What follows belongs to an exercise in optimizing a design on an open flow for small area and a short achievable clock period; a production flow would make more cautious choices. At most, simulation tests tie the RTL to the original design; equivalence was not proved. Power is estimated from default activity; no workload was simulated.

oak:
Design ava_core, start of the top module:
module ava_core (
    input  wire        clk,
    input  wire        rst,           
    input  wire [15:0] prog_len,      
    output wire [15:0] prog_addr,     
    input  wire [7:0]  prog_data,     
    output reg  [31:0] stk_w_data,
    output reg         stk_w_valid,
    input  wire        stk_w_ready,
    input  wire [31:0] stk_r_data,
    input  wire        stk_r_valid,
    output reg         stk_r_ready,
    output reg  [7:0]  out_data,
    output reg         out_valid,
    input  wire        out_ready,
    output wire        halt,
    output wire        fault,
    output wire [2:0]  cause,
    output wire        push_lost,
    output wire        out_lost
);
    localparam [3:0] S_INIT     = 4'd0;
    localparam [3:0] S_DECODE   = 4'd1;
    localparam [3:0] S_PUSHIMM1 = 4'd2;
    localparam [3:0] S_PUSHIMM2 = 4'd3;
    localparam [3:0] S_PUSHVAR1 = 4'd4;
    localparam [3:0] S_PUSHVAR2 = 4'd5;
    localparam [3:0] S_PUSHVAR3 = 4'd6;
    localparam [3:0] S_LET1     = 4'd7;    
    localparam [3:0] S_LETW     = 4'd8;    
    localparam [3:0] S_PRINT    = 4'd9;
    localparam [3:0] S_ALU1     = 4'd10;
    localparam [3:0] S_ALU2     = 4'd11;
  ...
export LEC_CHECK = 0
export CAP_MARGIN = 20
export CORE_MARGIN = 2
export CORE_UTILIZATION = 55
export SETUP_SLACK_MARGIN = 4.7
export SLEW_MARGIN = 20
export SYNTH_HIERARCHICAL = 1
create_clock -name core_clock -period 10.0 [get_ports {clk}]
standard.sh (not shown) runs the stock make flow with config.mk's settings and CLKGATE_MAP_FILE= SYNTH_SCRIPT=/design/flow/synth_recipe.tcl, a recipe that flattens the netlist after the stock synthesis.
==> flow/flow/run.sh <==
#!/bin/bash
# The standard layout, with plain buffers (not delay cells) on the ports.
set -euo pipefail
export BUFFER_PORTS_ARGS="-buffer_cell sky130_fd_sc_hd__buf_2"
bash standard.sh finish > standard_flow.log 2>&1
Setup changes, oak to pine
diff --git a/flow/design.v b/flow/design.v
--- a/flow/design.v
+++ b/flow/design.v
@@ -561,22 +561,35 @@
     reg [31:0] slot_rd;
     always @(*) begin
         case (fb1[1:0])
             2'd0: slot_rd = slot0;
             2'd1: slot_rd = slot1;
             2'd2: slot_rd = slot2;
             default: slot_rd = slot3;
         endcase
     end
+    wire pop_any = s_letw || s_print || s_alu1 || s_alu3;
+    wire dec_lf_n, rq_n1, rq_n2, rq_n3, rq_n4, rq_dec, rq_prt, rq_let, rq_pop, rq_ready, rq_out;
+    ava_nor3  rq_g1 (.a(fb[6]), .b(fb[5]), .c(fb[4]), .y(rq_n1));
+    ava_nor3  rq_g2 (.a(fb[3]), .b(fb[2]), .c(fb[0]), .y(rq_n2));
+    ava_nor3  rq_g3 (.a(fb[7]), .b(fb[6]), .c(fb[5]), .y(rq_n3));
+    ava_nor3  rq_g4 (.a(fb[4]), .b(fb[3]), .c(fb[2]), .y(rq_n4));
+    ava_and3  rq_g5 (.a(fb[7]), .b(fb[1]), .c(s_dec), .y(dec_lf_n));
+    ava_nand3 rq_g6 (.a(rq_n1), .b(rq_n2), .c(dec_lf_n), .y(rq_dec));
+    ava_nand2 rq_g7 (.a(s_print), .b(stk_r_valid), .y(rq_prt));
+    ava_nand2 rq_g8 (.a(rq_dec), .b(rq_prt), .y(rq_out));
+    ava_nand4 rq_g9 (.a(stk_r_valid), .b(s_let1), .c(rq_n3), .d(rq_n4), .y(rq_let));
+    ava_nand2 rq_g10 (.a(stk_r_valid), .b(pop_any), .y(rq_pop));
+    ava_nand2 rq_g11 (.a(rq_let), .b(rq_pop), .y(rq_ready));
     always @(*) begin
         stk_w_valid = s_pi2 || s_pv3 || s_alu4;
-        stk_r_ready = stk_r_valid && (let_ok || s_print || s_alu1 || s_alu3);
-        out_valid   = (s_dec && fb == OPC_PRINT_LF) || (s_print && stk_r_valid);
+        stk_r_ready = rq_ready;
+        out_valid   = rq_out;
         out_data    = s_print ? {stk_r_data[7:4] + 4'd3, stk_r_data[3:0]} : 8'h0a;
         if (s_pi2)
             stk_w_data = {16'd0, fb, fb1};
         else if (s_pv3)
             stk_w_data = slot_rd;
         else
             stk_w_data = alu_result;
     end
     wire at_end = ({pc[15:1], pc[0] | s_init} == prog_len);
@@ -723,9 +736,24 @@
     assign g = g1 | (p1 & g0);
     assign p = p1 & p0;
 endmodule
 module ava_gc (
     input  wire g1, p1, g0,
     output wire g
 );
     assign g = g1 | (p1 & g0);
 endmodule
+module ava_nor3 (input wire a, b, c, output wire y);
+    assign y = ~(a | b | c);
+endmodule
+module ava_and3 (input wire a, b, c, output wire y);
+    assign y = a & b & c;
+endmodule
+module ava_nand2 (input wire a, b, output wire y);
+    assign y = ~(a & b);
+endmodule
+module ava_nand3 (input wire a, b, c, output wire y);
+    assign y = ~(a & b & c);
+endmodule
+module ava_nand4 (input wire a, b, c, d, output wire y);
+    assign y = ~(a & b & c & d);
+endmodule
Notes after the runs:
Final total power on pine is ahead of oak.
Comparing oak and pine, met3 track demand over resource in global routing is lower on oak.
In the flow results for oak and pine, the total vias in the final route is smaller on pine.
A start point of the critical path of prog_data[4] is what oak shows, while stk_r_data[5] belongs to pine.
Taking oak as the reference, in pine number of global-route vias before repair fell 3.9%; HPWL after detailed placement rose 3.4%; number of buffers and inverters on the critical path rose 1; xor/xnor share of the synthesized area about even.
pine vs oak, largest stage delay on the critical path went down by 0.13 ns.
Die area: oak vs pine, no meaningful difference
Against oak, pine comes in 2.8% lower on unique cell type count in the Yosys netlist.
pine vs. oak: initial antenna violation count went up by 1.
Comparing oak and pine, the lower setup slack after layout is on pine.
No functional check of the RTL was part of any run of this note.

the reference run:
ava_core, a different RTL version from the one above (not shown whole).
For scale: about 240 flip-flops, ~130 I/O pins, ~16,000 sq um of cells after synthesis.
Settings: LEC_CHECK=0, ABC_CLOCK_PERIOD_IN_PS=4500, CAP_MARGIN=20, CORE_MARGIN=2, CORE_UTILIZATION=55, SETUP_SLACK_MARGIN=5, SLEW_MARGIN=20; clock period 10.0 ns.
run.sh (not shown) runs the stock make flow with config.mk's settings and CLKGATE_MAP_FILE= SYNTH_SCRIPT=/design/flow/synth_recipe.tcl, a recipe that flattens the netlist after the stock synthesis.
Stock flow here: none of the scripts above is used.
### the reference run -> the trial run
-- flow/design.v --
<<< the reference run, line 401
    assign cs_x[31] = 1'b1;
    assign cs_y[31] = 1'b0;
    reg  [31:0] bk_p, bk_g, alu_result;
    integer bi, bj;
    always @(*) begin
        bk_p = csx ^ csy;
        bk_g = csx & csy;
        for (bi = 1; bi <= 5; bi = bi + 1)
            for (bj = (1 << bi) - 1; bj < 32; bj = bj + (1 << bi)) begin
                bk_g[bj] = bk_g[bj] | (bk_p[bj] & bk_g[bj - (1 << (bi - 1))]);
                bk_p[bj] = bk_p[bj] & bk_p[bj - (1 << (bi - 1))];
            end
        for (bi = 5; bi > 0; bi = bi - 1)
            for (bj = (1 << bi) + (1 << (bi - 1)) - 1; bj < 32; bj = bj + (1 << bi)) begin
                bk_g[bj] = bk_g[bj] | (bk_p[bj] & bk_g[bj - (1 << (bi - 1))]);
                bk_p[bj] = bk_p[bj] & bk_p[bj - (1 << (bi - 1))];
            end
        alu_result = (csx ^ csy) ^ {bk_g[30:0], 1'b0};
    end
    reg [31:0] slot_rd;
>>> the trial run, line 401
    assign cs_x[31] = 1'b1;
    assign cs_y[31] = 1'b0;
    reg  [31:0] ks_p, ks_g, alu_result;
    integer ki;
    always @(*) begin
        ks_p = csx;
        ks_g = csy;
        for (ki = 1; ki < 32; ki = ki * 2) begin
            ks_g = ks_g | (ks_p & (ks_g << ki));
            ks_p = ks_p & ((ks_p << ki) | ((32'd1 << ki) - 32'd1));
        end
        alu_result = csx ^ {ks_g[30:0], 1'b0};
    end
    reg [31:0] slot_rd;
<<< the reference run, line 441
    wire at_end = ({pc[15:1], pc[0] | s_init} == prog_len);
    always @(posedge clk) begin
        csx <= cs_x;
        csy <= cs_y;
        fb1[7:2] <= fb[7:2];
        if (!(s_letw || s_pv2))
>>> the trial run, line 435
    wire at_end = ({pc[15:1], pc[0] | s_init} == prog_len);
    always @(posedge clk) begin
        csx <= cs_x ^ cs_y;
        csy <= cs_x & cs_y;
        fb1[7:2] <= fb[7:2];
        if (!(s_letw || s_pv2))
Findings:
- Proportion of power drawn by the clock network for the trial run is lower than for the reference run.
- From the reference run to the trial run the numbers moved as follows: portion of the layout cell area used by non-clock buffers picked up an extra 1.3 points; post-layout instance count excluding filler cells picked up an extra 74; proportion of cell area occupied by registers went down; hold slack now sits lower; setup slack after layout saw an increase.
- Per the comparison of the trial run with the reference run, buffer count from post-CTS setup fixing now sits lower, die area rose 1.2%, global-route usage over all layers higher, total area of multi-input combinational cells rose about 3.2%, critical path depth now sits lower.
- Post-route clock period utilization ends up lower on the trial run.
For the reference run, only the layout was checked, not whether the RTL still works.

-- what the ideal ports hide --
The results above use ideal ports. As a check the final layouts listed here were re-extracted and re-timed, cells and wires unchanged.
Step 1 (the two cells are an assumption about what drives the block):
set clk [get_ports {clk}]
set_driving_cell -lib_cell sky130_fd_sc_hd__clkbuf_16 $clk
set_driving_cell -lib_cell sky130_fd_sc_hd__buf_2 [delete_from_list [all_inputs] $clk]
Step 2, shift: input delay + t, output delay - t, t = (earliest + latest rising clock arrival at the registers) / 2. This alone moves slack from input paths to output paths.
Three values: ideal, step 1, step 2; two values: the first two.
| run | t, ns | slack for setup (ns) | hold slack, ns | worst setup path after step 2 | worst slew at a driven data input, ns |
|---|---|---|---|---|---|
| oak | 0.600 | 4.770 / 4.731 / 4.511 | 0.461 / 0.461 / 0.461 | input to register | 0.06 |
| pine | 0.611 | 4.711 / 4.690 / 4.546 | 0.462 / 0.462 / 0.462 | input to register | 0.05 |
| the reference run | 0.603 | 4.083 / 4.029 / 4.513 | 0.477 / 0.477 / 0.477 | input to register | 0.08 |
| the trial run | 0.599 | 4.745 / 4.690 / 4.556 | 0.471 / 0.471 / 0.471 | input to register | 0.08 |
After both steps every run listed still meets setup and hold. For oak, which loses most, drivers alone change the setup slack by -0.039 ns; drivers and shift together by -0.259 ns.
